Background: an optimization exercise with open tools, aiming at small area, a short achievable clock period and few clock cycles. Do not read the settings as production practice. Function was checked by simulation only, so behaviour that the tests miss may differ from the original.

$ cat flow/run.sh
#!/bin/bash
# The standard layout (standard.sh) with two changes to config.mk:
#  - the ports get plain buffers (buf_2) instead of delay cells;
#  - Yosys maps adders as plain logic for ABC instead of full-adder cells.
# Each tool's output goes to the ORFS logs under orfs/logs/; the make
# output goes to standard.log here.
set -euo pipefail
cp config.mk config_my.log
cat >> config.mk <<'CFG'
export BUFFER_PORTS_ARGS = -buffer_cell sky130_fd_sc_hd__buf_2
export ADDER_MAP_FILE =
CFG
bash standard.sh > standard.log 2>&1
$ cat standard.sh
#!/bin/bash
# synth_recipe.tcl (not shown) runs the flow's synth.tcl, then flattens the netlist and writes it again
# the make line also repeats each setting of config.mk as NAME=value (left out here)
make -C /OpenROAD-flow-scripts/flow DESIGN_CONFIG=/design/flow/config.mk WORK_HOME=/design/flow/orfs CLKGATE_MAP_FILE= SYNTH_SCRIPT=/design/flow/synth_recipe.tcl "${@:-finish}"
$ cat config.mk
export PLATFORM = sky130hd
export DESIGN_NAME = vm_core
export DESIGN_NICKNAME = vm_core
export VERILOG_FILES = /design/flow/design.v
export SDC_FILE = /design/flow/constraint.sdc
export NUM_CORES = 4
export LEC_CHECK = 0
export ABC_AREA = 1
export CAP_MARGIN = 20
export CORE_MARGIN = 2
export CORE_UTILIZATION = 45
export SETUP_SLACK_MARGIN = 4
export SLEW_MARGIN = 20
export BUFFER_PORTS_ARGS = -buffer_cell sky130_fd_sc_hd__buf_2
export ADDER_MAP_FILE =
$ cat constraint.sdc
create_clock -name core_clock -period 10.0 [get_ports {clk}]
set_input_delay 2.0000 -clock core_clock [delete_from_list [all_inputs] [get_ports {clk}]]
set_output_delay 2.0000 -clock core_clock [all_outputs]
set_load 0.01 [all_outputs]
$ cat design.v
module vm_core (
    input  wire         clk,
    input  wire         rst,
    input  wire [159:0] image,
    output reg  [1:0]   run_state,
    output reg  [1:0]   fault_kind,
    output reg  [15:0]  fault_addr,
    output reg  [7:0]   fault_opcode,
    output reg  [2:0]   fault_op,
    output wire [15:0]  ip,
    output wire [15:0]  r1,
    output wire [15:0]  r2,
    output wire [159:0] mem
);
    localparam [1:0] S_RUNNING   = 2'd0;
    localparam [1:0] S_HALTED    = 2'd1;
    localparam [1:0] S_EXHAUSTED = 2'd2;
    localparam [1:0] S_FAULTED   = 2'd3;
    localparam [1:0] K_NONE    = 2'd0;
    localparam [1:0] K_ILLEGAL = 2'd1;
    localparam [1:0] K_OOB     = 2'd2;
    localparam [2:0] OP_NONE    = 3'd0;
    localparam [2:0] OP_FETCH   = 3'd1;
    localparam [2:0] OP_OPERAND = 3'd2;
    localparam [2:0] OP_READ16  = 3'd3;
    localparam [2:0] OP_WRITE16 = 3'd4;
    localparam [2:0] OP_JUMP    = 3'd5;
    localparam [7:0] OPC_LOAD  = 8'h01;
    localparam [7:0] OPC_STORE = 8'h02;
    localparam [7:0] OPC_ADD   = 8'h03;
    localparam [7:0] OPC_SUB   = 8'h04;
    localparam [7:0] OPC_JMP   = 8'h05;
    localparam [7:0] OPC_JE    = 8'h06;
    localparam [7:0] OPC_ADDI  = 8'h07;
    localparam [7:0] OPC_HALT  = 8'hFF;
    reg [159:0] m;       
    reg [15:0]  x0;      
    reg [15:0]  x1;      
    reg [15:0]  x2;      
    reg         pend3;   
    reg         pend4;   
    reg [19:0]  je;      
    assign ip  = x0;
    assign r1  = x1;
    assign r2  = x2;
    assign mem = m;
    wire pend = pend3 | pend4;
    wire [7:0] mb [0:19];
    genvar gi;
    generate
        for (gi = 0; gi < 20; gi = gi + 1) begin : g_mb
            assign mb[gi] = m[8*gi +: 8];
        end
    endgenerate
    wire [4:0] p0 = x0[4:0];
    wire [7:0] s16 [0:22];
    wire [7:0] s8  [0:14];
    wire [7:0] s4  [0:10];
    wire [7:0] s2  [0:8];
    wire [7:0] w0  [0:7];
    generate
        for (gi = 0; gi < 23; gi = gi + 1) begin : g_s16
            if (gi + 16 < 20)  assign s16[gi] = p0[4] ? mb[gi + 16] : mb[gi];
            else if (gi < 20)  assign s16[gi] = mb[gi];
            else               assign s16[gi] = mb[gi - 20];
        end
        for (gi = 0; gi < 15; gi = gi + 1) begin : g_s8
            assign s8[gi] = p0[3] ? s16[gi + 8] : s16[gi];
        end
        for (gi = 0; gi < 11; gi = gi + 1) begin : g_s4
            assign s4[gi] = p0[2] ? s8[gi + 4] : s8[gi];
        end
        for (gi = 0; gi < 9; gi = gi + 1) begin : g_s2
            assign s2[gi] = p0[1] ? s4[gi + 2] : s4[gi];
        end
        for (gi = 0; gi < 8; gi = gi + 1) begin : g_s1
            assign w0[gi] = p0[0] ? s2[gi + 1] : s2[gi];
        end
    endgenerate
    wire in0  = (x0[15:5] == 11'd0) && (p0 <= 5'd19);
    wire eq   = (x1 == x2);
    reg  je_at;
    integer k;
    always @* begin
        je_at = 1'b0;
        for (k = 0; k < 18; k = k + 1)
            if (p0 == k) je_at = je[k];
    end
    wire lead = !pend && (x0[15:5] == 11'd0) && je_at && !eq;
    wire [7:0] opc = lead ? w0[2] : w0[0];
    wire [7:0] b1  = lead ? w0[3] : w0[1];
    wire [7:0] b2  = lead ? w0[4] : w0[2];
    wire [7:0] b3  = lead ? w0[5] : w0[3];
    wire [4:0] px  = lead ? p0 + 5'd2 : p0;
    wire       inx = lead | in0;
    wire is_load  = (opc == OPC_LOAD);
    wire is_store = (opc == OPC_STORE);
    wire is_add   = (opc == OPC_ADD);
    wire is_sub   = (opc == OPC_SUB);
    wire is_jmp   = (opc == OPC_JMP);
    wire is_je    = (opc == OPC_JE);
    wire is_addi  = (opc == OPC_ADDI);
    wire taken    = is_jmp | (is_je & eq);
    function [30:0] step_check;
        input        inr;
        input [15:0] ipv;
        input [7:0]  o;
        input [7:0]  c1;
        input [7:0]  c2;
        input        e;
        reg l3, l4, l2, lg, oob, badr;
        begin
            l3   = (o == OPC_LOAD) || (o == OPC_STORE) || (o == OPC_ADD) || (o == OPC_SUB);
            l2   = (o == OPC_JMP) || (o == OPC_JE);
            l4   = (o == OPC_ADDI);
            lg   = l3 | l2 | l4;
            oob  = (l4 && ipv[4:0] > 5'd16) || (l3 && ipv[4:0] > 5'd17) ||
                   (l2 && ipv[4:0] > 5'd18);
            badr = ((o == OPC_LOAD || o == OPC_STORE || o == OPC_ADDI) && c1 > 8'd2) ||
                   ((o == OPC_ADD || o == OPC_SUB) && (c1 > 8'd2 || c2 > 8'd2));
            if (!inr)
                step_check = ipv[15] ? {S_FAULTED, K_OOB, ipv, 8'h00, OP_FETCH}
                                     : {S_EXHAUSTED, K_NONE, 16'd0, 8'h00, OP_NONE};
            else if (o == OPC_HALT)
                step_check = {S_HALTED, K_NONE, 16'd0, 8'h00, OP_NONE};
            else if (!lg)
                step_check = {S_FAULTED, K_ILLEGAL, ipv, o, OP_NONE};
            else if (oob)
                step_check = {S_FAULTED, K_OOB, 16'd20, o, OP_OPERAND};
            else if (badr)
                step_check = {S_FAULTED, K_ILLEGAL, ipv, o, OP_NONE};
            else if (o == OPC_LOAD && c2 > 8'd18)
                step_check = {S_FAULTED, K_OOB, 8'h00, c2, o, OP_READ16};
            else if (o == OPC_STORE && c2 > 8'd18)
                step_check = {S_FAULTED, K_OOB, 8'h00, c2, o, OP_WRITE16};
            else if ((o == OPC_JMP || (o == OPC_JE && e)) && c1 > 8'd19)
                step_check = {S_FAULTED, K_OOB, 8'h00, c1, o, OP_JUMP};
            else
                step_check = {S_RUNNING, K_NONE, 16'd0, 8'h00, OP_NONE};
        end
    endfunction
    wire [7:0] o0    = w0[0];
    wire [7:0] c10   = w0[1];
    wire [7:0] c20   = w0[2];
    wire       halt0 = (o0 == OPC_HALT);
    wire       ls0   = (o0 == OPC_LOAD) || (o0 == OPC_STORE);
    wire       l30   = ls0 || (o0 == OPC_ADD) || (o0 == OPC_SUB);
    wire       l20   = (o0 == OPC_JMP) || (o0 == OPC_JE);
    wire       l40   = (o0 == OPC_ADDI);
    wire       lg0   = l30 | l20 | l40;
    wire       oob0  = (l40 && p0 > 5'd16) || (l30 && p0 > 5'd17) || (l20 && p0 > 5'd18);
    wire       badr0 = ((ls0 || l40) && c10 > 8'd2) ||
                       (((o0 == OPC_ADD) || (o0 == OPC_SUB)) && (c10 > 8'd2 || c20 > 8'd2));
    wire       ill0  = !lg0 || (!oob0 && badr0);
    wire       flt0  = !lg0 || oob0 || badr0 || (ls0 && c20 > 8'd18) ||
                       (((o0 == OPC_JMP) || ((o0 == OPC_JE) && eq)) && c10 > 8'd19);
    always @* begin
        if (pend)
            run_state = S_RUNNING;
        else if (!in0)
            run_state = x0[15] ? S_FAULTED : S_EXHAUSTED;
        else if (halt0)
            run_state = S_HALTED;
        else if (flt0)
            run_state = S_FAULTED;
        else
            run_state = S_RUNNING;
        fault_opcode = (in0 && !halt0) ? o0 : 8'h00;
        if (!in0) begin
            fault_kind = x0[15] ? K_OOB : K_NONE;
            fault_op   = x0[15] ? OP_FETCH : OP_NONE;
            fault_addr = x0[15] ? x0 : 16'd0;
        end else if (halt0) begin
            fault_kind = K_NONE;
            fault_op   = OP_NONE;
            fault_addr = 16'd0;
        end else if (ill0) begin
            fault_kind = K_ILLEGAL;
            fault_op   = OP_NONE;
            fault_addr = x0;
        end else if (oob0) begin
            fault_kind = K_OOB;
            fault_op   = OP_OPERAND;
            fault_addr = 16'd20;
        end else begin
            fault_kind = K_OOB;
            fault_op   = (o0 == OPC_LOAD) ? OP_READ16 : (o0 == OPC_STORE) ? OP_WRITE16 : OP_JUMP;
            fault_addr = {8'h00, ls0 ? c20 : c10};
        end
    end
    wire [30:0] chkx = step_check(inx, inx ? {11'd0, px} : x0, opc, b1, b2, eq);
    wire [1:0]  st   = chkx[30:29];
    wire exec = !pend && (st == S_RUNNING);
    reg [15:0] src_a;    
    reg [15:0] src_b;    
    always @* begin
        case (b1[1:0])
            2'd0:    src_a = {11'd0, px};
            2'd1:    src_a = x1;
            default: src_a = x2;
        endcase
        case (b2[1:0])
            2'd0:    src_b = {11'd0, px};
            2'd1:    src_b = x1;
            default: src_b = x2;
        endcase
    end
    wire [4:0] pl = b2[4:0];
    wire [7:0] l16 [0:20];
    wire [7:0] l8  [0:8];
    wire [7:0] l4  [0:4];
    wire [7:0] l2  [0:2];
    wire [7:0] lw  [0:1];
    generate
        for (gi = 0; gi < 17; gi = gi + 1) begin : g_l16
            if (gi + 16 < 20) assign l16[gi] = pl[4] ? mb[gi + 16] : mb[gi];
            else              assign l16[gi] = mb[gi];
        end
        for (gi = 0; gi < 9; gi = gi + 1) begin : g_l8
            assign l8[gi] = pl[3] ? l16[gi + 8] : l16[gi];
        end
        for (gi = 0; gi < 5; gi = gi + 1) begin : g_l4
            assign l4[gi] = pl[2] ? l8[gi + 4] : l8[gi];
        end
        for (gi = 0; gi < 3; gi = gi + 1) begin : g_l2
            assign l2[gi] = pl[1] ? l4[gi + 2] : l4[gi];
        end
        for (gi = 0; gi < 2; gi = gi + 1) begin : g_l1
            assign lw[gi] = pl[0] ? l2[gi + 1] : l2[gi];
        end
    endgenerate
    wire [15:0] ld_word = {lw[1], lw[0]};
    wire [15:0] imm   = {b3, b2};
    wire [15:0] opb   = is_addi ? imm : (is_sub ? ~src_b : src_b);
    wire [15:0] alu   = src_a + opb + {15'd0, is_sub};
    wire wr_ip  = (is_load | is_addi) && (b1[1:0] == 2'd0);
    wire [15:0] wval = is_load ? ld_word : alu;
    wire [4:0] pn     = px + (is_addi ? 5'd4 : 5'd3);
    wire       t_ok   = (is_load | is_add | is_sub | is_addi) && !wr_ip;
    wire [7:0] t_opc  = lead ? (is_addi ? w0[6] : w0[5]) : (is_addi ? w0[4] : w0[3]);
    wire [7:0] t_b1   = lead ? (is_addi ? w0[7] : w0[6]) : (is_addi ? w0[5] : w0[4]);
    wire       trail  = t_ok && (pn <= 5'd18) && (t_opc == OPC_JMP) && (t_b1 <= 8'd19);
    wire lo_je = (src_a[7:0] == OPC_JE);
    wire hi_je = (src_a[15:8] == OPC_JE);
    reg [4:0] ip_next;
    always @* begin
        if (taken)             ip_next = b1[4:0];
        else if (is_je)        ip_next = px + 5'd2;
        else if (trail)        ip_next = t_b1[4:0];
        else                   ip_next = pn;
    end
    integer i;
    always @(posedge clk) begin
        if (rst) begin
            m     <= image;
            x0    <= 16'd0;
            x1    <= 16'd0;
            x2    <= 16'd0;
            pend3 <= 1'b0;
            pend4 <= 1'b0;
            for (i = 0; i < 20; i = i + 1)
                je[i] <= (image[8*i +: 8] == OPC_JE);
        end else if (pend) begin
            x0    <= x0 + (pend3 ? 16'd3 : 16'd4);
            pend3 <= 1'b0;
            pend4 <= 1'b0;
        end else if (exec) begin
            if (wr_ip) begin
                x0    <= wval;
                pend3 <= is_load;
                pend4 <= is_addi;
            end else begin
                x0    <= {11'd0, ip_next};
            end
            if (((is_load | is_addi) && b1[1:0] == 2'd1) || is_add || is_sub) x1 <= wval;
            if ((is_load | is_addi) && b1[1:0] == 2'd2) x2 <= wval;
            if (is_store) begin
                for (i = 0; i < 20; i = i + 1) begin
                    if (b2[4:0] == i || b2[4:0] + 5'd1 == i) begin
                        m[8*i +: 8] <= (b2[0] == i[0]) ? src_a[7:0] : src_a[15:8];
                        je[i]       <= (b2[0] == i[0]) ? lo_je : hi_je;
                    end
                end
            end
        end else if (lead) begin
            x0 <= {11'd0, px};
        end
    end
endmodule
==> results of run 1 <==
-- area by class of cell --
cell class | count | area, um^2
fillers | 4471 | 19300
multi-input cells | 2327 | 12200
flip-flops and latches | 228 | 6360
repair buffers | 517 | 3260
inverters | 417 | 1640
well taps | 592 | 741
clock buffers | 26 | 608
clock inverters | 16 | 203
diodes | 3 | 7.51
repair inverters | 1 | 5.00
-- worst max-delay path, cell delays in order (launching register included) --
cell and delay (ns):
dfxtp_4 0.36, buf_12 0.15, nor2_4 0.21, buf_6 0.18, clkbuf_16 0.20, o211ai_1 0.12, o221ai_2 0.13, buf_4 0.16
nand2_1 0.10, nand3_1 0.12, o21ai_0 0.28, inv_1 0.24, nand2_1 0.11, nor3_2 0.29, o22ai_4 0.12, nor2_4 0.20
inv_1 0.08, o221ai_1 0.14, o21ai_1 0.11, buf_2 0.16
-- worst paths after layout --
check	start	end	cells past startpoint	slack, ns
setup / recovery	x0[3]	fault_addr[2]	19	3.96
hold / removal	x1[0]	x1[0]	2	0.54
setup reg to reg	x2[0]	m[74]	25	4.09
hold reg to reg	x1[0]	x1[0]	2	0.54
-- routing by layer --
layer  share of wire  up-vias  wire length [um]
met1            0.37    12100             40500
met2            0.43     2210             46800
met5         0.00011        -                12
li1                -    11400                 -
met4           0.072        2              7880
met3            0.13      463             14600
-- cell usage in the layout, fill, tap and decap left out, types with 16 or more instances in the layout --
master       n
nor3_1      36
o41ai_1     16
nand3_1    181
o211ai_1    51
o22ai_1     51
o221ai_1    38
buf_4       87
nand4_1     31
dfxtp_1     45
inv_2       37
o31ai_1     18
o21ai_1     65
nand2_2     29
buf_2      399
edfxtp_1   178
a21oi_1    149
nor2_1     157
nand2_1    931
nor2_2      16
inv_1      362
o21ai_0    325
clkbuf_16   28
-- sequential cells by signal (all words and copies together), names as in the netlist --
signal and flops:
je 18, m 160, pend3 1, pend4 1
x0 16, x1 16, x2 16
-- repair_timing --
| item | in CTS | in global routing |
|---|---|---|
| endpoints found under the setup margin | 267 | 259 |
| pin swaps | 13 | 29 |
| cloned | 3 | 5 |
| buffers inserted | 16 | 34 |
| gates resized for setup | 130 | 131 |
-- kinds of logic (layout without fill, tap and decap cells) --
logic type,after synthesis,after routing,share of synthesized area
simple gates,1464,1464,0.309
compound gates,837,837,0.247
buf+inv,590,977,0.117
flops,228,228,0.314
xor+xnor,15,15,0.00650
mux,11,11,0.00545
other cells,0,3,0
-- through the flow --
| stage | utilization | hold WS [ns] | setup WS (ns) | area [um^2] |
|---|---|---|---|---|
| 2_1_floorplan | - | 0.514 | 4.69 | 20200 |
| 3_3_place_gp | 0.510 | 0.498 | 3.42 | 22600 |
| 3_5_place_dp | 0.510 | 0.520 | 3.32 | 22600 |
| 4_1_cts | 0.544 | 0.530 | 3.99 | 24100 |
| 5_1_grt | 0.564 | 0.561 | 3.87 | 25000 |
| 6_report | 0.564 | 0.542 | 3.96 | 25000 |
-- cell usage after synthesis (5+ instances only) --
library cell / instances
inv_2: 31
o41ai_1: 16
nor2_1: 169
o221ai_1: 53
nor3_1: 38
mux2i_1: 11
buf_6: 8
nor4_1: 15
nand2_1: 953
xnor2_1: 5
a221oi_1: 5
nand3_2: 12
xor2_1: 10
o2111ai_1: 7
buf_2: 42
buf_1: 21
buf_4: 8
o31ai_1: 21
o21a_1: 9
a21oi_1: 159
a22oi_1: 8
o21ai_0: 365
inv_1: 380
edfxtp_1: 178
dfxtp_1: 50
o21ai_1: 38
o211ai_1: 51
o22ai_2: 7
o22ai_1: 54
nand4_1: 31
clkbuf_1: 94
a22o_1: 10
nor2_2: 11
nand3_1: 184
a31oi_1: 11
nand2_2: 19
or2_2: 8
==> results.txt, run 1 <==
Max-Cap Viols 0; Main synth FF type edfxtp_1; drt pass-1 iters 9; Slew @ Worst Pin 0.981 ns; Synth Instances 3145; # IOs 401; clock-pin slew on the worst setup and hold paths 0.06 ns; initial antenna violation count 3; GR Util met3 0.103; grt ovf 0; Post-Syn Area 0.0202 mm^2; count of cell types in the netlist 67; Clock Skews 0.0152 ns; H-tree levels 1; critical path class reg -> out; Max Slew Vio Count 0; Placer Congestion 1.08; die width 216 um; largest net degree at the start of global routing 77; CTS Hold Bufs 0; TritonCTS buffer count 24; DR DRC count 0; Core Box Area 0.0443 mm^2; crit path DAT 4.04 ns; final WL 110000 um; grt peak-use layer met2; vias in the first global route 23400; top post-synthesis cells by area edfxtp_1 (26%), nand2_1 (18%), o21ai_0 (9.0%); first-pass GRT wire length 155000 um; maximum clock insertion buffer count 3; Final period util 0.604; placed cell count 4023; First DRT Iteration DRCs 4073; die height 216 um; via count 26200; die area 0.0466 mm^2; post-synthesis sequential area ratio 0.314; Clock Latency Late Sink 0.57 ns; TritonCTS clock tree done; wire per inst 26.6 um; top cell type by total area after synthesis edfxtp_1; CP Data Required Time 8.00 ns; FFs w/ async S/R, synth 0; synthesized flop and latch total 228; crit-path max FO 12; Yosys top cell area share 0.265; Rows 77; RSZ-0062 raised after global routing true; fin crit period 6.04 ns; synthesized area per cell 6.42 um^2; root buffer cell clkbuf_16; Critical Path End Type primary output; Post-Layout Cell Count 4127; yosys warns 1; CP Launch Type register; syn nets 3307; status complete, no violations; share of cells above drive strength 1 0.223; grt met2 use 0.674; final setup fails 0; DP HPWL 82200 um; Max Freq 166 MHz; Initial Utilization 0.456; Final Hold Violating Endpoints 0; setup total negative slack 0 ns; Final ANT Viol Nets 0; hold crit path type reg -> reg; nets 3678; port buffer count 400; Max-Slew Margin vs Limit 0.339; TritonCTS Sinks 228; Layout area overhead 23.8%; Post-synth EDFFs 178; number of vias per cell 6.34; GRT Util Overall 0.445; grt met1 use 0.582
Testbench counts, summed over its fixed seeds: cycles 42,873.
==> run 2: changes to the inputs <==
--- a/design.v
+++ b/design.v
@@ -231,9 +231,26 @@
     endgenerate
     wire [15:0] ld_word = {lw[1], lw[0]};
-    wire [15:0] imm   = {b3, b2};
     wire [15:0] opb   = is_addi ? imm : (is_sub ? ~src_b : src_b);
     wire [15:0] alu   = src_a + opb + {15'd0, is_sub};
     wire wr_ip  = (is_load | is_addi) && (b1[1:0] == 2'd0);
-    wire [15:0] wval = is_load ? ld_word : alu;
+    wire [15:0] lp_c   = (b1[1:0] == 2'd1) ? x2 : x1;      
+    wire [15:0] imm2   = {imm[14:0], 1'b0};
+    wire [15:0] imm4   = {imm[13:0], 2'b00};
+    wire [15:0] cs_s   = src_a ^ imm ^ imm2;                
+    wire [15:0] cs_c   = {(src_a[14:0] & imm[14:0]) | (src_a[14:0] & imm2[14:0]) |
+                          (imm[14:0] & imm2[14:0]), 1'b0};
+    wire [15:0] lp_v2  = src_a + imm2;
+    wire [15:0] lp_v3  = cs_s + cs_c;
+    wire [15:0] lp_v4  = src_a + imm4;
+    wire        lp_eq1 = (alu == lp_c);
+    wire        lp_eq2 = (lp_v2 == lp_c);
+    wire        lp_eq3 = (lp_v3 == lp_c);
+    wire        lp_out = lp_eq1 | lp_eq2 | lp_eq3;              
+    wire        lp_tok = (w0[1] <= 8'd19);                      
+    wire        loop   = lead && is_addi && (b1[1:0] != 2'd0) && trail &&
+                         (t_b1[4:0] == p0);
+    wire [15:0] lp_val = lp_eq1 ? alu : lp_eq2 ? lp_v2 : lp_eq3 ? lp_v3 : lp_v4;
+    wire [15:0] wval = is_load ? ld_word : loop ? lp_val : alu;
+    wire [15:0] imm   = {b3, b2};
     wire [4:0] pn     = px + (is_addi ? 5'd4 : 5'd3);
     wire       t_ok   = (is_load | is_add | is_sub | is_addi) && !wr_ip;
@@ -247,4 +264,5 @@
         if (taken)             ip_next = b1[4:0];
         else if (is_je)        ip_next = px + 5'd2;
+        else if (loop && lp_out && lp_tok) ip_next = w0[1][4:0];
         else if (trail)        ip_next = t_b1[4:0];
         else                   ip_next = pn;
==> results.txt, run 2 <==
Final period util 0.702 (+0.0976); setup total negative slack 0 ns (unchanged); vias in the first global route 30900 (+32%); most frequent CP cell nand2_1; status complete, but fails checks; count of cell types in the netlist 78 (+16%); CP max stage cell o21ai_1; FILL cells 5303 (+19%); port buffer count 400 (unchanged); initial antenna violation count 9 (+6); root buffer cell clkbuf_16; top post-synthesis cells by area edfxtp_1 (21%), nand2_1 (21%), o21ai_0 (7.0%); Placer Congestion 1.13 (+4.6%); Post-Place Worst Slack 2.05 ns (-1.27 ns); worst reg-to-reg setup slack 2.98 ns (-1.11 ns); number of vias per cell 6.54 (+3.2%); worst r2r path cells 36 (+44%); top cell type by total area after synthesis edfxtp_1; FFs w/ async S/R, synth 0 (unchanged); final WL 162000 um (+48%); Rows 86 (+12%); Layout area overhead 40.3%; TritonCTS buffer count 26 (+8.3%); TritonCTS clock tree done; Max-Slew Margin vs Limit -0.360 (-0.699); syn nets 4290 (+30%); die height 239 um (+11%); GRT Util Overall 0.515 (+0.0699); synth cell count leaders nand2_1 (1382), inv_1 (443), o21ai_0 (351); most frequent cells in the layout nand2_1 (1200), inv_1 (416), buf_2 (400), o21ai_0 (299), buf_4 (287); crit path launch x0[3]; largest net degree at the start of global routing 77 (unchanged); most frequent cell after synthesis nand2_1; Final Hold Violating Endpoints 0 (unchanged); RSZ-0062 raised after global routing true; Slew @ Worst Pin 2.03 ns (+1.05 ns); drt pass-1 iters 11 (+2); Max Slew Vio Count 4 (+4); die area 0.0574 mm^2 (+23%); Top Registers m x160, je x18; CP Depth 36 (+17); Clock Latency Late Sink 0.60 ns (+0.03 ns); # IOs 401 (unchanged); Core Box Area 0.0550 mm^2 (+24%); fin crit period 7.02 ns (+0.976 ns); crit-path max FO 34 (+22); Post-Layout Cell Count 5541 (+34%); CTS Hold Bufs 0 (unchanged); H-tree levels 1 (unchanged); First DRT Iteration DRCs 6361 (+56%); Max-Cap Viols 1 (+1); CP peak stage delay 1.56 ns (+1.20 ns); synthesized area per cell 6.04 um^2 (-5.9%); Post-Syn Area 0.0250 mm^2 (+23%); via count 36200 (+39%); worst setup slack after layout 2.98 ns (-0.976 ns); Post-synth EDFFs 178 (unchanged); yosys warns 1 (unchanged); share of cells above drive strength 1 0.321 (+0.0978); nets 4933 (+34%); die width 239 um (+11%); CP Data Required Time 10.53 ns (+2.53 ns); hold crit path type reg -> reg; CP Launch Type register; Clock Skews 0.0132 ns (-0.00201 ns); post-synthesis sequential area ratio 0.254 (-0.0598); Final ANT Viol Nets 0 (unchanged); DP HPWL 116000 um (+41%); Critical Path End Type register; hold path cells 2 (unchanged); Worst R2R End x0[3]; Main synth FF type edfxtp_1; reg-to-reg startpoint x0[3]; Buf+Inv Stages, Crit Path 8 (+1); wire per inst 29.3 um (+10%); Initial Utilization 0.454 (-0.00212); Failing Checks capacitance limit, slew limit; placed cell count 5185 (+29%); crit-path leading delay family simple AND/OR/NAND/NOR gates; post-layout util 0.637 (+0.0722); crit path DAT 7.54 ns (+3.50 ns); Synth Instances 4128 (+31%); grt ovf 0 (unchanged); Yosys top cell area share 0.214 (-0.0503); CP Capture Point x0[3]; TritonCTS Sinks 228 (unchanged); Max Freq 143 MHz (-14%); DR DRC count 0 (unchanged); Largest Register m; critical path class reg -> reg; synthesized flop and latch total 228 (unchanged); max FFs per register 160 (unchanged); final setup fails 0 (unchanged); first-pass GRT wire length 213000 um (+38%); commonest non-fill, non-tap cell in the layout nand2_1; maximum clock insertion buffer count 3 (unchanged); clock-pin slew on the worst setup and hold paths 0.06 ns (about the same)
## run 2: changes by cell type after synthesis, moves of 35 or more
cell and delta:
a21oi_1 +35, inv_1 +63, nand2_1 +429, xor2_1 +35
nor2_1 +81, inv_2 +36, o21ai_1 +43, nand3_1 +142
## run 2: worst min path at each step
stage / startpoint / to / slack (ns)
final: x1[15] / x1[15] / 0.61
after global routing: x2[15] / x2[15] / 0.65
after CTS: x1[15] / x1[15] / 0.60
after detailed placement: x2[15] / x2[15] / 0.58
after global placement: x1[15] / x1[15] / 0.60
after floorplan: x0[6] / x0[6] / 0.57
## run 2: per-layer routing
metal / wire [um] / GRT usage
met1: 53100 / 0.611
met2: 65300 / 0.761
met3: 24900 / 0.161
met4: 18800 / 0.429
met5: 149 / 0
## run 2: tightest hold or removal path: cells and delay by family, from the launching register on
kind / cells / cell delay [ns]
DFF: 1 / 0.34
AOI/OAI and AO/OA: 2 / 0.22
## run 2: stage by stage
stage               cell area, um^2  hold slack, ns
global placement              27700           0.602
floorplan                     25000           0.568
CTS                           30500           0.601
global route                  35000           0.648
finish                        35000           0.614
detailed placement            27700           0.581
## run 2: logic make-up after synthesis
logic type / Yosys count / synth area share
AND/OR/NAND/NOR: 2215 / 0.384
AO/OA/AOI/OAI: 915 / 0.218
flip-flops: 228 / 0.254
XOR/XNOR: 62 / 0.0245
multiplexers: 8 / 0.00326
buffers and inverters: 700 / 0.116
## run 2: final cells by class
type | count | area (um^2) | area share
Antenna cell | 5 | 12.5 | 0.000357
Tap cell | 748 | 936 | 0.0267
Clock buffer | 32 | 673 | 0.0192
Inverter | 515 | 2100 | 0.0599
Sequential cell | 228 | 6360 | 0.182
Multi-Input combinational cell | 3214 | 18900 | 0.541
Clock inverter | 13 | 226 | 0.00647
Timing Repair Buffer | 782 | 5730 | 0.164
Timing Repair inverter | 4 | 40.0 | 0.00114
## run 2: repair_timing
item / CTS / global route
pin swaps: 46 / 155
buffers inserted: 90 / 186
gates cloned: 10 / 19
gates resized for setup: 242 / 684
endpoints found under the setup margin: 261 / 251
Testbench counts of run 2, summed over its fixed seeds: cycles 19,625.
==> run 3: changes to the inputs <==
==> flow/run.sh (replaced) <==
#!/bin/bash
# The standard layout (standard.sh) with two changes to config.mk:
#  - the ports get plain buffers (buf_1) instead of delay cells;
#  - Yosys maps adders as plain logic for ABC instead of full-adder cells.
# Each tool's output goes to the ORFS logs under orfs/logs/; the make
# output goes to standard.log here.
set -euo pipefail
cp config.mk config_my.log
cat >> config.mk <<'CFG'
export BUFFER_PORTS_ARGS = -buffer_cell sky130_fd_sc_hd__buf_1
export ADDER_MAP_FILE =
CFG
bash standard.sh > standard.log 2>&1
--- a/config.mk
+++ b/config.mk
@@ -12,4 +12,4 @@
 export SETUP_SLACK_MARGIN = 4
 export SLEW_MARGIN = 20
-export BUFFER_PORTS_ARGS = -buffer_cell sky130_fd_sc_hd__buf_2
+export BUFFER_PORTS_ARGS = -buffer_cell sky130_fd_sc_hd__buf_1
 export ADDER_MAP_FILE =
==> results.txt, run 3 <==
status complete, no violations; Core Box Area 0.0550 mm^2 (unchanged); CTS Hold Bufs 0 (unchanged); Synth Instances 4128 (unchanged); Final ANT Viol Nets 0 (unchanged); DR DRC count 0 (unchanged); commonest non-fill, non-tap cell in the layout nand2_1; synth cell count leaders nand2_1 (1382), inv_1 (443), o21ai_0 (351); Clock Skews 0.0237 ns (+0.0104 ns); reg-to-reg startpoint x2[8]; CP Launch Type register; synthesized area per cell 6.04 um^2 (unchanged); Cell Chain, Critical Path buf_4, buf_12, clkbuf_16, nand2_1, o21ai_2, mux2i_2, inv_1, nand2_2, o21ai_4, o21ai_2, and2_4, nand2_2, nor3_4, o211ai_1, buf_4, o21ai_1, o21ai_2, buf_4, a21oi_4, buf_6, nor2_4, nor2_4, o22ai_2, buf_2; Max-Slew Margin vs Limit 0.148 (+0.508); crit-path max FO 7 (-79%); Clock Latency Late Sink 0.60 ns (about the same); wire per inst 29.2 um (-0.12%); nets 4780 (-3.1%); share of cells above drive strength 1 0.158 (-0.162); CP Capture Point fault_addr[0]; grt peak-use layer met2; WHS 0.623 ns (+0.00935 ns); Largest Register m; Final period util 0.630 (-0.0719); Post-Syn Area 0.0250 mm^2 (unchanged); DP HPWL 116000 um (+0.29%); hold crit path type reg -> reg; H-tree levels 1 (unchanged); setup total negative slack 0 ns (unchanged); TritonCTS buffer count 26 (unchanged); count of cell types in the netlist 78 (unchanged); top post-synthesis cells by area edfxtp_1 (21%), nand2_1 (21%), o21ai_0 (7.0%); syn nets 4290 (unchanged); max FFs per register 160 (unchanged); Yosys top cell area share 0.214 (unchanged); Post-Layout Cell Count 5384 (-2.8%); Post-synth EDFFs 178 (unchanged); initial antenna violation count 5 (-4); worst reg-to-reg setup slack 3.79 ns (+0.81 ns); CP max stage cell dfxtp_4; crit path DAT 4.30 ns (-3.24 ns); GRT Util Overall 0.529 (+0.0141); Max Slew Vio Count 0 (-4); worst r2r path cells 37 (+2.8%); Main synth FF type edfxtp_1; Slew @ Worst Pin 1.27 ns (-0.753 ns); Critical Path End Type primary output; yosys warns 1 (unchanged); FFs w/ async S/R, synth 0 (unchanged); Rows 86 (unchanged); final WL 157000 um (-3.0%); most frequent cell after synthesis nand2_1; CP Data Required Time 8.00 ns (-2.53 ns); Worst R2R End x2[7]; top cell type by total area after synthesis edfxtp_1; Max Freq 159 MHz (+11%); final setup fails 0 (unchanged); FILL cells 5631 (+6.2%); Initial Utilization 0.454 (unchanged); die height 239 um (unchanged); number of vias per cell 6.46 (-1.2%); grt ovf 0 (unchanged); grt met2 use 0.773 (+0.0125); # IOs 401 (unchanged); port buffer count 400 (unchanged); die area 0.0574 mm^2 (unchanged); RSZ-0062 raised after global routing true; TritonCTS Sinks 228 (unchanged); Max-Cap Viols 0 (-1); GR Util met3 0.198 (+0.0372); hold path cells 2 (unchanged); critical path class reg -> out; placed cell count 5188 (+0.058%); clock-pin slew on the worst setup and hold paths 0.06 ns (about the same); maximum clock insertion buffer count 3 (unchanged); via count 34800 (-4.0%); first-pass GRT wire length 219000 um (+2.9%); Top Registers m x160, je x18; First DRT Iteration DRCs 5237 (-18%); drt pass-1 iters 9 (-2); most frequent cells in the layout nand2_1 (1336), inv_1 (428), buf_1 (384), nand3_1 (309), o21ai_0 (302); fin crit period 6.30 ns (-0.719 ns); post-layout util 0.567 (-0.0699); Final Hold Violating Endpoints 0 (unchanged); grt met1 use 0.604 (-0.00680); crit path launch x0[3]; largest net degree at the start of global routing 67 (-13%); TritonCTS clock tree done; vias in the first global route 31500 (+1.9%); root buffer cell clkbuf_16; CP peak stage delay 0.35 ns (-1.21 ns); die width 239 um (unchanged); synthesized flop and latch total 228 (unchanged); Layout area overhead 24.9%; post-synthesis sequential area ratio 0.254 (unchanged); Placer Congestion 1.19 (+4.6%)
run 3: cell count changes in the layout (fill, tap and decap cells not counted), moves of 40 or more:
cell     before   now
buf_1         0   384
nand2_4      81    35
buf_2       400    13
nand3_2      72    32
nand2_1    1200  1336
nand3_1     243   309
nand2_2     142    60
buf_4       287   181
run 3: layout make-up:
cell class	count	area (um^2)	area share
timing repair buffer	635	3780	0.121
antenna	1	2.50	0.0000803
tap	748	936	0.0300
clock buffer	31	691	0.0222
sequential	228	6380	0.205
timing repair inverter	2	17.5	0.000562
clock inverter	14	130	0.00418
multi-input combinational	3210	17200	0.552
inverter	515	2030	0.0652
run 3: worst max-delay path: cells and delay by family (launching register included):
family / cells / cell delay, ns
compound gates: 8 / 1.00
buf+inv: 8 / 1.23
flops: 1 / 0.35
mux: 1 / 0.25
simple gates: 7 / 0.86
run 3: logic make-up after synthesis:
family | Yosys count | share of synthesized area
XOR/XNOR | 62 | 0.0245
flip-flops | 228 | 0.254
multiplexers | 8 | 0.00326
AND/OR/NAND/NOR | 2215 | 0.384
AO/OA/AOI/OAI | 915 | 0.218
buffers and inverters | 700 | 0.116
run 3: how the worst min path moves through the flow:
stage                      start  endpoint
final                      x1[0]     x1[0]
after global routing       x2[0]     x2[0]
after CTS                  x1[0]     x1[0]
after detailed placement  x2[15]    x2[15]
after global placement    x2[15]    x2[15]
after floorplan            x0[6]     x0[6]
run 3: repair_timing:
item                                    4_1_cts  5_1_grt
endpoints found under the setup margin      252      198
pin swaps                                    40       49
gates resized for setup                     261      205
gates cloned                                 13        6
endpoints found under the hold margin         0        0
buffers inserted                             84       47
run 3: per-layer routing:
layer / vias to the layer above / part of all wire / wire length [um]
li1: 14900 / - / -
met1: 15600 / 0.33 / 51400
met2: 3261 / 0.40 / 63600
met3: 1000 / 0.15 / 24300
met4: 4 / 0.12 / 18200
met5: - / 0.00021 / 33
run 3: through the flow:
step                instance area (um^2)  setup slack, ns
floorplan                          25000             4.62
global placement                   27200             2.36
detailed placement                 27200             2.31
CTS                                29900             3.91
global route                       31200             3.65
finish                             31200             3.70
==> run 4: changes to the inputs <==
--- a/config.mk
+++ b/config.mk
@@ -10,5 +10,5 @@
 export CORE_MARGIN = 2
 export CORE_UTILIZATION = 45
-export SETUP_SLACK_MARGIN = 4
+export SETUP_SLACK_MARGIN = 3.75
 export SLEW_MARGIN = 20
 export BUFFER_PORTS_ARGS = -buffer_cell sky130_fd_sc_hd__buf_1
==> results.txt, run 4 <==
status complete, but fails checks; Failing Checks capacitance limit, slew limit; maximum clock insertion buffer count 3 (unchanged); Worst R2R End x2[7]; Synth Instances 4128 (unchanged); CP max stage cell dfxtp_4; Max Freq 158 MHz (-0.66%); final setup fails 0 (unchanged); Clock Latency Late Sink 0.60 ns (about the same); Placer Congestion 1.19 (unchanged); TritonCTS clock tree done; fin crit period 6.34 ns (+0.0420 ns); CP peak stage delay 0.54 ns (+0.19 ns); Yosys top cell area share 0.214 (unchanged); synth cell count leaders nand2_1 (1382), inv_1 (443), o21ai_0 (351); Core Box Area 0.0550 mm^2 (unchanged); Final Hold Violating Endpoints 0 (unchanged); top post-synthesis cells by area edfxtp_1 (21%), nand2_1 (21%), o21ai_0 (7.0%); GRT Util Overall 0.514 (-0.0145); root buffer cell clkbuf_16; CTS Hold Bufs 0 (unchanged); CP Data Required Time 10.46 ns (+2.46 ns); synthesized area per cell 6.04 um^2 (unchanged); CP Capture Point x2[7]; largest net degree at the start of global routing 67 (unchanged); Main synth FF type edfxtp_1; nets 4768 (-0.25%); Top Registers m x160, je x18; Initial Utilization 0.454 (unchanged); Post-DP Area 0.0272 mm^2 (unchanged); Slew @ Worst Pin 1.56 ns (+0.284 ns); share of cells above drive strength 1 0.151 (-0.00759); crit path launch x0[3]; Largest Register m; die width 239 um (unchanged); RSZ-0062 raised after global routing true; Final ANT Viol Nets 0 (unchanged); Rows 86 (unchanged); crit-path max FO 25 (+18); number of vias per cell 6.53 (+1.1%); Post-Place Worst Slack 2.31 ns (unchanged); wl on met1 51600 um (+0.54%); # IOs 401 (unchanged); syn nets 4290 (unchanged); hold path cells 2 (unchanged); final WL 157000 um (-0.12%); hold crit path type reg -> reg; count of cell types in the netlist 78 (unchanged); die height 239 um (unchanged); first-pass GRT wire length 214000 um (-2.5%); FILL cells 5706 (+1.3%); Layout area overhead 23.7%; drt pass-1 iters 9 (unchanged); critical path class reg -> reg; setup total negative slack 0 ns (unchanged); max FFs per register 160 (unchanged); worst reg-to-reg setup slack 3.66 ns (-0.13 ns); WL met2 63500 um (-0.13%); port buffer count 400 (unchanged); worst setup slack after layout 3.66 ns (-0.0420 ns); yosys warns 1 (unchanged); Max-Slew Margin vs Limit -0.0409 (-0.189); die area 0.0574 mm^2 (unchanged); initial antenna violation count 7 (+2); DR DRC count 0 (unchanged); final instance area 0.0309 mm^2 (-0.92%); clock-pin slew on the worst setup and hold paths 0.07 ns (about the same); vias in the first global route 31000 (-1.5%); Post-Syn Area 0.0250 mm^2 (unchanged); commonest non-fill, non-tap cell in the layout nand2_1; Max Slew Vio Count 3 (+3); most frequent CP cell nand2_1; synthesized flop and latch total 228 (unchanged); First DRT Iteration DRCs 5452 (+4.1%); top cell type by total area after synthesis edfxtp_1; Post-synth EDFFs 178 (unchanged); wire per inst 29.3 um (about the same); FFs w/ async S/R, synth 0 (unchanged); CP Launch Type register; H-tree levels 1 (unchanged); top sig layer met5; Final period util 0.634 (+0.00420); metal3 WL 23600 um (-2.7%); Clock Skews 0.0334 ns (+0.00969 ns); TritonCTS buffer count 26 (unchanged); via count 35100 (+0.93%); post-synthesis sequential area ratio 0.254 (unchanged); Critical Path End Type register; most frequent cell after synthesis nand2_1; DP HPWL 116000 um (unchanged); worst r2r path cells 37 (unchanged); grt ovf 0 (unchanged); reg-to-reg startpoint x0[3]; crit path DAT 6.80 ns (+2.50 ns); Max-Cap Viols 1 (+1); most frequent cells in the layout nand2_1 (1337), inv_1 (434), buf_1 (396), nand3_1 (308), o21ai_0 (305); TritonCTS Sinks 228 (unchanged)
run 4: final cells by class:
| cell class | count | area (um^2) | area share |
|---|---|---|---|
| multi-input combinational | 3212 | 17100 | 0.554 |
| inverter | 515 | 2030 | 0.0657 |
| clock buffer | 31 | 691 | 0.0224 |
| clock inverter | 14 | 130 | 0.00421 |
| timing repair buffer | 620 | 3550 | 0.115 |
| tap | 748 | 936 | 0.0303 |
| antenna | 6 | 15.0 | 0.000486 |
| timing repair inverter | 3 | 31.3 | 0.00101 |
| sequential | 228 | 6380 | 0.207 |
run 4: per-layer routing:
metal / track usage / vias up
met2: 0.757 / 3441
met3: 0.172 / 1027
met1: 0.595 / 15800
met4: 0.456 / 2
li1: - / 14900
met5: 0 / -
run 4: timing repair:
item / in CTS / in global routing
pin swaps: 22 / 70
gates resized for setup: 138 / 274
buffers inserted: 45 / 70
endpoints found under the setup margin: 251 / 108
cloned: 6 / 15
run 4: how the worst min path moves through the flow:
stage	startpoint	to	slack (ns)
2_1_floorplan	x0[6]	x0[6]	0.57
3_3_place_gp	x2[15]	x2[15]	0.62
3_5_place_dp	x2[15]	x2[15]	0.61
4_1_cts	x2[15]	x2[15]	0.63
5_1_grt	x2[8]	x2[8]	0.64
6_report	x1[0]	x1[0]	0.62
run 4: critical path: cells and delay by family, from the launching register on:
kind	cells	cell delay [ns]
simple gates	26	3.46
buf+inv	4	0.69
compound gates	7	1.51
flops	1	0.54
run 4: kinds of logic (layout without fill, tap and decap cells):
logic type / count (synthesis) / count (layout) / synth area share
compound gates: 915 / 915 / 0.218
xor+xnor: 62 / 62 / 0.0245
buf+inv: 700 / 1183 / 0.116
flops: 228 / 228 / 0.254
mux: 8 / 8 / 0.00326
other cells: 0 / 6 / 0
simple gates: 2215 / 2227 / 0.384
run 4: through the flow:
stage,hold WS [ns],utilization,instances
after detailed placement,0.611,0.494,5188
after floorplan,0.568,-,4128
after CTS,0.631,0.528,5284
final,0.619,0.562,5377
after global routing,0.638,0.561,5371
after global placement,0.616,0.494,5187
==> run 5: changes to the inputs <==
--- a/config.mk
+++ b/config.mk
@@ -7,9 +7,9 @@
 export LEC_CHECK = 0
 export ABC_AREA = 1
-export CAP_MARGIN = 20
+export CAP_MARGIN = 30
 export CORE_MARGIN = 2
 export CORE_UTILIZATION = 45
-export SETUP_SLACK_MARGIN = 3.75
-export SLEW_MARGIN = 20
+export SETUP_SLACK_MARGIN = 3.5
+export SLEW_MARGIN = 30
 export BUFFER_PORTS_ARGS = -buffer_cell sky130_fd_sc_hd__buf_1
 export ADDER_MAP_FILE =
==> results.txt, run 5 <==
fin crit period 6.50 ns (+0.161 ns); grt ovf 0 (unchanged); Synth Instances 4128 (unchanged); Max-Cap Viols 0 (-1); # IOs 401 (unchanged); final WL 153000 um (-2.9%); DP HPWL 116000 um (about the same); Core Box Area 0.0550 mm^2 (unchanged); Slew @ Worst Pin 1.32 ns (-0.242 ns); post-synthesis sequential area ratio 0.254 (unchanged); wire per inst 28.6 um (-2.2%); worst reg-to-reg setup slack 3.53 ns (-0.13 ns); Critical Path End Type primary output; first-pass GRT wire length 210000 um (-1.7%); FF+latch area 0.00637 mm^2 (about the same); initial antenna violation count 5 (-2); Placer Congestion 1.19 (unchanged); post-layout util 0.545 (-0.0170); DR DRC count 0 (unchanged); multi-input logic area 0.0166 mm^2 (-3.0%); largest net degree at the start of global routing 67 (unchanged); Clock Latency Late Sink 0.60 ns (about the same); port buffer count 400 (unchanged); Max-Slew Margin vs Limit 0.114 (+0.155); most frequent cell after synthesis nand2_1; max FFs per register 160 (unchanged); Yosys top cell area share 0.214 (unchanged); top cell type by total area after synthesis edfxtp_1; vias in the first global route 30400 (-2.1%); Post-synth EDFFs 178 (unchanged); final setup fails 0 (unchanged); synthesized flop and latch total 228 (unchanged); Clock Skews 0.0226 ns (-0.0107 ns); Cell Chain, Critical Path clkinv_16, nand2_8, a21oi_1, o21ai_0, o221ai_1, a22o_1, inv_1, nand2_1, inv_1, nor3_1, o21ai_0, inv_1, nor2_1, nor2_1, a221oi_4, nand2_2, inv_4, nand2_4, o22ai_2, buf_1; CTS Hold Bufs 0 (unchanged); setup total negative slack 0 ns (unchanged); CP max stage cell dfxtp_4; crit path DAT 4.50 ns (-2.30 ns); Largest Register m; count of cell types in the netlist 78 (unchanged); syn nets 4290 (unchanged); Post-Layout Cell Count 5336 (-0.76%); TritonCTS buffer count 26 (unchanged); FILL cells 5751 (+0.79%); Final period util 0.650 (+0.0161); hold path cells 2 (unchanged); drt pass-1 iters 14 (+5); share of cells above drive strength 1 0.124 (-0.0267); commonest non-fill, non-tap cell in the layout nand2_1; most frequent cells in the layout nand2_1 (1352), inv_1 (438), buf_1 (394), o21ai_0 (328), nand3_1 (313); RSZ-0062 raised after global routing true; Final Hold Violating Endpoints 0 (unchanged); die height 239 um (unchanged); Worst R2R End x0[0]; root buffer cell clkbuf_16; Post-Syn Area 0.0250 mm^2 (unchanged); H-tree levels 1 (unchanged); Rows 86 (unchanged); nets 4728 (-0.84%); top post-synthesis cells by area edfxtp_1 (21%), nand2_1 (21%), o21ai_0 (7.0%); Top Registers m x160, je x18; crit-path max FO 37 (+48%); FFs w/ async S/R, synth 0 (unchanged); die area 0.0574 mm^2 (unchanged); number of vias per cell 6.39 (-2.1%); Main synth FF type edfxtp_1; status complete, no violations; CP peak stage delay 0.48 ns (-0.06 ns); die width 239 um (unchanged); HP Start x2[15]; Layout area overhead 20.0%; synth cell count leaders nand2_1 (1382), inv_1 (443), o21ai_0 (351); Final ANT Viol Nets 0 (unchanged); First DRT Iteration DRCs 5128 (-5.9%); reg-to-reg startpoint x0[3]; Max Slew Vio Count 0 (-3); most frequent CP cell inv_1; synthesized area per cell 6.04 um^2 (unchanged); Initial Utilization 0.454 (unchanged); maximum clock insertion buffer count 3 (unchanged); GRT Util Overall 0.506 (-0.00843); critical path class reg -> out; Max Freq 154 MHz (-2.5%); TritonCTS clock tree done; clock-pin slew on the worst setup and hold paths 0.07 ns (about the same); placed cell count 5189 (+0.019%); yosys warns 1 (unchanged); TritonCTS Sinks 228 (unchanged); hold crit path type reg -> reg; CP Launch Type register; WHS 0.628 ns (+0.00978 ns); hold endpoint x2[15]; CP Data Required Time 8.00 ns (-2.46 ns); via count 34100 (-2.8%); worst r2r path cells 40 (+8.1%)
==> run 5: changes by cell type in the layout (fill, tap and decap cells not counted), sizes merged <==
cell,before,now
bufbuf,1,0
clkinv,12,14
inv,514,512
diode,6,3
buf,613,579
nand2,1444,1442
nor2,272,271
==> run 5: metrics by stage <==
step | worst slack [ns] | cell area (um^2)
floorplan | 4.62 | 25000
detailed placement | 2.31 | 27200
finish | 3.50 | 29900
global route | 3.37 | 29900
global placement | 2.36 | 27200
CTS | 3.51 | 28500
==> run 5: layout make-up <==
class                           instances  share of cell area
Timing Repair inverter                  1            0.000293
Timing Repair Buffer                  585               0.105
Antenna cell                            3            0.000251
Tap cell                              748              0.0313
Clock inverter                         16             0.00497
Inverter                              515              0.0678
Multi-Input combinational cell       3209               0.554
Clock buffer                           31              0.0231
Sequential cell                       228               0.213
==> run 5: how the worst max path moves through the flow <==
stage	from	endpoint	slack, ns	cells past startpoint
floorplan	x0[0]	fault_addr[1]	4.62	16
global placement	x0[3]	x2[14]	2.36	43
detailed placement	x0[3]	x2[14]	2.31	37
CTS	x0[3]	run_state[1]	3.51	20
global route	x0[3]	run_state[1]	3.37	23
finish	x0[2]	fault_addr[7]	3.50	20
==> run 5: what timing repair did <==
item	4_1_cts	5_1_grt
buffers inserted	21	64
endpoints found under the setup margin	251	102
resized for setup	64	195
gates cloned	1	11
pin swaps	8	29
==> run 5: metal layers <==
layer / vias to the layer above / part of all wire / GRT usage
li1: 14800 / - / -
met1: 15300 / 0.34 / 0.584
met2: 3079 / 0.41 / 0.753
met3: 923 / 0.14 / 0.168
met4: 4 / 0.11 / 0.435
met5: - / 0.00016 / 0
==> run 5: logic make-up (layout without fill, tap and decap cells) <==
family	Yosys count	in the layout	share of synthesized area
xor gates and xnor gates	62	62	0.0245
muxes	8	8	0.00326
other	0	3	0
AOI/OAI and AO/OA	915	915	0.218
DFF	228	228	0.254
buffers and inverters	700	1148	0.116
and+or+nand+nor	2215	2224	0.384
==> run 5: critical path: cells and delay by family, from the launching register on <==
kind                   cells  cell delay, ns
DFF                        1            0.48
buffers and inverters      6            0.87
AOI/OAI and AO/OA          7            1.44
and+or+nand+nor            7            1.05
==> run 6: changes to the inputs <==
--- a/design.v
+++ b/design.v
@@ -234,4 +234,16 @@
     wire [15:0] alu   = src_a + opb + {15'd0, is_sub};
     wire wr_ip  = (is_load | is_addi) && (b1[1:0] == 2'd0);
+    function sum_eq;             
+        input [15:0] a;
+        input [15:0] b;
+        input [15:0] c;
+        reg   [15:0] r;
+        reg   [15:0] g;
+        begin
+            r = a ^ b ^ c;       
+            g = (a & b) | (a & r) | (b & r);
+            sum_eq = !r[0] && (r[15:1] == g[14:0]);
+        end
+    endfunction
     wire [15:0] lp_c   = (b1[1:0] == 2'd1) ? x2 : x1;      
     wire [15:0] imm2   = {imm[14:0], 1'b0};
@@ -240,10 +252,10 @@
     wire [15:0] cs_c   = {(src_a[14:0] & imm[14:0]) | (src_a[14:0] & imm2[14:0]) |
                           (imm[14:0] & imm2[14:0]), 1'b0};
+    wire        lp_eq1 = sum_eq(src_a, imm, lp_c);
+    wire        lp_eq2 = sum_eq(src_a, imm2, lp_c);
+    wire        lp_eq3 = sum_eq(cs_s, cs_c, lp_c);
     wire [15:0] lp_v2  = src_a + imm2;
     wire [15:0] lp_v3  = cs_s + cs_c;
     wire [15:0] lp_v4  = src_a + imm4;
-    wire        lp_eq1 = (alu == lp_c);
-    wire        lp_eq2 = (lp_v2 == lp_c);
-    wire        lp_eq3 = (lp_v3 == lp_c);
     wire        lp_out = lp_eq1 | lp_eq2 | lp_eq3;              
     wire        lp_tok = (w0[1] <= 8'd19);                      
==> flow/run.sh (replaced) <==
#!/bin/bash
# The standard layout (standard.sh) with two changes to config.mk:
#  - the ports get plain buffers (buf_2) instead of delay cells;
#  - Yosys maps adders as plain logic for ABC instead of full-adder cells.
# Each tool's output goes to the ORFS logs under orfs/logs/; the make
# output goes to standard.log here.
set -euo pipefail
cp config.mk config_my.log
cat >> config.mk <<'CFG'
export BUFFER_PORTS_ARGS = -buffer_cell sky130_fd_sc_hd__buf_2
export ADDER_MAP_FILE =
CFG
bash standard.sh > standard.log 2>&1
==> config.mk (replaced) <==
export PLATFORM = sky130hd
export DESIGN_NAME = vm_core
export DESIGN_NICKNAME = vm_core
export VERILOG_FILES = /design/flow/design.v
export SDC_FILE = /design/flow/constraint.sdc
export NUM_CORES = 4
export LEC_CHECK = 0
export ABC_AREA = 1
export CAP_MARGIN = 20
export CORE_MARGIN = 2
export CORE_UTILIZATION = 45
export SETUP_SLACK_MARGIN = 4
export SLEW_MARGIN = 20
export BUFFER_PORTS_ARGS = -buffer_cell sky130_fd_sc_hd__buf_2
export ADDER_MAP_FILE =
==> results.txt, run 6 <==
final WL 161000 um (+5.5%); DP HPWL 124000 um (+6.9%); DR DRC count 0 (unchanged); syn nets 4454 (+3.8%); Largest Register m; crit-path max FO 7 (-81%); Max-Slew Margin vs Limit 0.209 (+0.0951); via count 36000 (+5.4%); Yosys top cell area share 0.205 (-0.00889); crit path DAT 4.09 ns (-0.41 ns); final setup fails 0 (unchanged); CP Data Required Time 8.00 ns (about the same); drt pass-1 iters 8 (-6); Max Freq 164 MHz (+6.7%); CP Launch Type register; TritonCTS clock tree done; hold crit path type reg -> reg; Post-Syn Area 0.0261 mm^2 (+4.4%); First DRT Iteration DRCs 6928 (+35%); most frequent cells in the layout nand2_1 (1361), inv_1 (451), buf_2 (399), nand3_1 (294), o21ai_0 (292); nets 4963 (+5.0%); die height 245 um (+2.1%); Layout area overhead 28.8%; number of vias per cell 6.43 (+0.61%); Rows 88 (+2.3%); yosys warns 1 (unchanged); TritonCTS buffer count 28 (+7.7%); post-synthesis sequential area ratio 0.244 (-0.0107); clock-pin slew on the worst setup and hold paths 0.06 ns (about the same); Main synth FF type edfxtp_1; # IOs 401 (unchanged); Final ANT Viol Nets 0 (unchanged); die area 0.0598 mm^2 (+4.3%); critical path class reg -> out; Core Box Area 0.0575 mm^2 (+4.5%); worst setup slack after layout 3.91 ns (+0.411 ns); Placer Congestion 1.12 (-5.1%); initial antenna violation count 5 (unchanged); post-layout util 0.584 (+0.0393); most frequent CP cell a21oi_2; CP peak stage delay 0.40 ns (-0.08 ns); Clock Skews 0.0377 ns (+0.0151 ns); vias in the first global route 30500 (+0.32%); Post-synth EDFFs 178 (unchanged); CP max stage cell dfxtp_4; most frequent cell after synthesis nand2_1; Final period util 0.609 (-0.0411); synthesized flop and latch total 228 (unchanged); Clock Latency Late Sink 0.60 ns (about the same); top post-synthesis cells by area nand2_1 (21%), edfxtp_1 (21%), inv_1 (6.9%); largest net degree at the start of global routing 70 (+4.5%); Synth Instances 4292 (+4.0%); FFs w/ async S/R, synth 0 (unchanged); count of cell types in the netlist 70 (-10%); port buffer count 400 (unchanged); root buffer cell clkbuf_16; Critical Path End Type primary output; maximum clock insertion buffer count 3 (unchanged); Post-Layout Cell Count 5589 (+4.7%); placed cell count 5338 (+2.9%); die width 245 um (+2.1%); Top Registers m x160, je x18; commonest non-fill, non-tap cell in the layout nand2_1; status complete, no violations; max FFs per register 160 (unchanged); setup total negative slack 0 ns (unchanged); CTS Hold Bufs 0 (unchanged); synth cell count leaders nand2_1 (1425), inv_1 (479), o21ai_0 (355); fin crit period 6.09 ns (-0.411 ns); Cell Chain, Critical Path buf_6, buf_16, buf_12, buf_4, o21ai_4, nand2_1, o211ai_1, mux2i_2, mux2i_2, inv_1, nor2_1, nand2_1, inv_2, o2111ai_2, a21oi_2, a21oi_2, a21oi_2, nand2_2, inv_4, nand2_8, o32ai_4, buf_2; grt ovf 0 (unchanged); Final Hold Violating Endpoints 0 (unchanged); GRT Util Overall 0.503 (-0.00254); share of cells above drive strength 1 0.251 (+0.126); synthesized area per cell 6.07 um^2 (+0.41%); RSZ-0062 raised after global routing true; Post-Place Worst Slack 2.26 ns (-0.0433 ns); Slew @ Worst Pin 1.19 ns (-0.129 ns); Max Slew Vio Count 0 (unchanged); top cell type by total area after synthesis nand2_1; Initial Utilization 0.453 (-0.000546); first-pass GRT wire length 219000 um (+4.4%); wire per inst 28.8 um (+0.71%); Max-Cap Viols 0 (unchanged); TritonCTS Sinks 228 (unchanged); H-tree levels 1 (unchanged)
## run 6: changes by cell type in the layout (fill, tap and decap cells not counted), moves of 31 or more
cell and delta:
o21ai_0 -36, buf_1 -394, o21ai_2 +33, buf_2 +395, xor2_1 +31, buf_4 +33
## run 6: metrics by stage
stage	area, um^2	hold WS [ns]
3_3_place_gp	28500	0.593
4_1_cts	31300	0.628
6_report	33600	0.634
2_1_floorplan	26100	0.581
5_1_grt	33500	0.654
3_5_place_dp	28600	0.616
## run 6: repair_timing
item                                    in CTS  in global routing
endpoints found under the setup margin     254                243
gates cloned                                10                  9
buffers inserted                            70                109
gates resized for setup                    234                314
pin swaps                                   36                 81
## run 6: logic make-up after synthesis
| kind of cell | Yosys count | share of synthesized area |
|---|---|---|
| compound gates | 967 | 0.224 |
| simple gates | 2261 | 0.380 |
| xor+xnor | 89 | 0.0299 |
| buf+inv | 729 | 0.116 |
| flops | 228 | 0.244 |
| mux | 18 | 0.00692 |
## run 6: final timing paths
kind          start             to  slack, ns  depth (start not counted)
min          x0[12]         x0[12]       0.63                          2
max           x0[3]  fault_addr[0]       3.91                         22
min reg2reg  x0[12]         x0[12]       0.63                          2
max reg2reg   x0[3]          x0[9]       3.98                         42
## run 6: layout make-up
cell class	count	area, um^2
antenna	2	5.00
clock buffer	37	779
clock inverter	14	113
fill	5871	23900
inverter	544	2150
multi-input combinational	3341	18500
sequential	228	6360
tap	765	957
timing repair buffer	654	4640
timing repair inverter	4	56.3
## run 6: worst max-delay path: cells and delay by family, from the launching register on
family | cells | cell delay, ns
DFF | 1 | 0.40
AOI/OAI and AO/OA | 7 | 1.10
buffers and inverters | 8 | 0.98
muxes | 2 | 0.51
and+or+nand+nor | 5 | 0.53
## run 6: layer usage
metal	share of wire	track usage
met5	0.0011	0
met3	0.19	0.219
met4	0.061	0.200
met1	0.37	0.703
met2	0.37	0.668
Testbench counts of run 6, summed over its fixed seeds: cycles 19,625.

==> re-timing with driven ports <==
In the flow no input, the clock included, has a driving cell. The finished layouts below were timed again as built, in two steps.
Step 1 assumes that a clkbuf_16 drives the clock port and a buf_2 every other input.
Step 2, shift: input delay + t, output delay - t, t = (earliest + latest rising clock arrival at the registers) / 2. This alone moves slack from input paths to output paths.
Slacks: no drivers / after step 1 / after step 2; pairs: no drivers / after step 1.
run | t (ns) | setup WS [ns] | worst hold slack (ns) | worst register clock-pin slew, ns | worst slew at a driven data input, ns
run 1 | 0.625 | 3.960 / 3.898 / 4.092 | 0.542 / 0.542 / 0.542 | 0.08 / 0.08 | 0.07
run 2 | 0.663 | 2.984 / 2.984 / 2.984 | 0.614 / 0.614 / 0.614 | 0.07 / 0.07 | 0.07
run 3 | 0.652 | 3.703 / 3.637 / 3.792 | 0.623 / 0.623 / 0.623 | 0.08 / 0.08 | 0.06
run 4 | 0.654 | 3.661 / 3.627 / 3.661 | 0.619 / 0.619 / 0.619 | 0.08 / 0.08 | 0.05
run 5 | 0.653 | 3.500 / 3.430 / 3.531 | 0.628 / 0.628 / 0.628 | 0.08 / 0.08 | 0.06
run 6 | 0.641 | 3.911 / 3.848 / 3.978 | 0.634 / 0.634 / 0.634 | 0.07 / 0.07 | 0.07
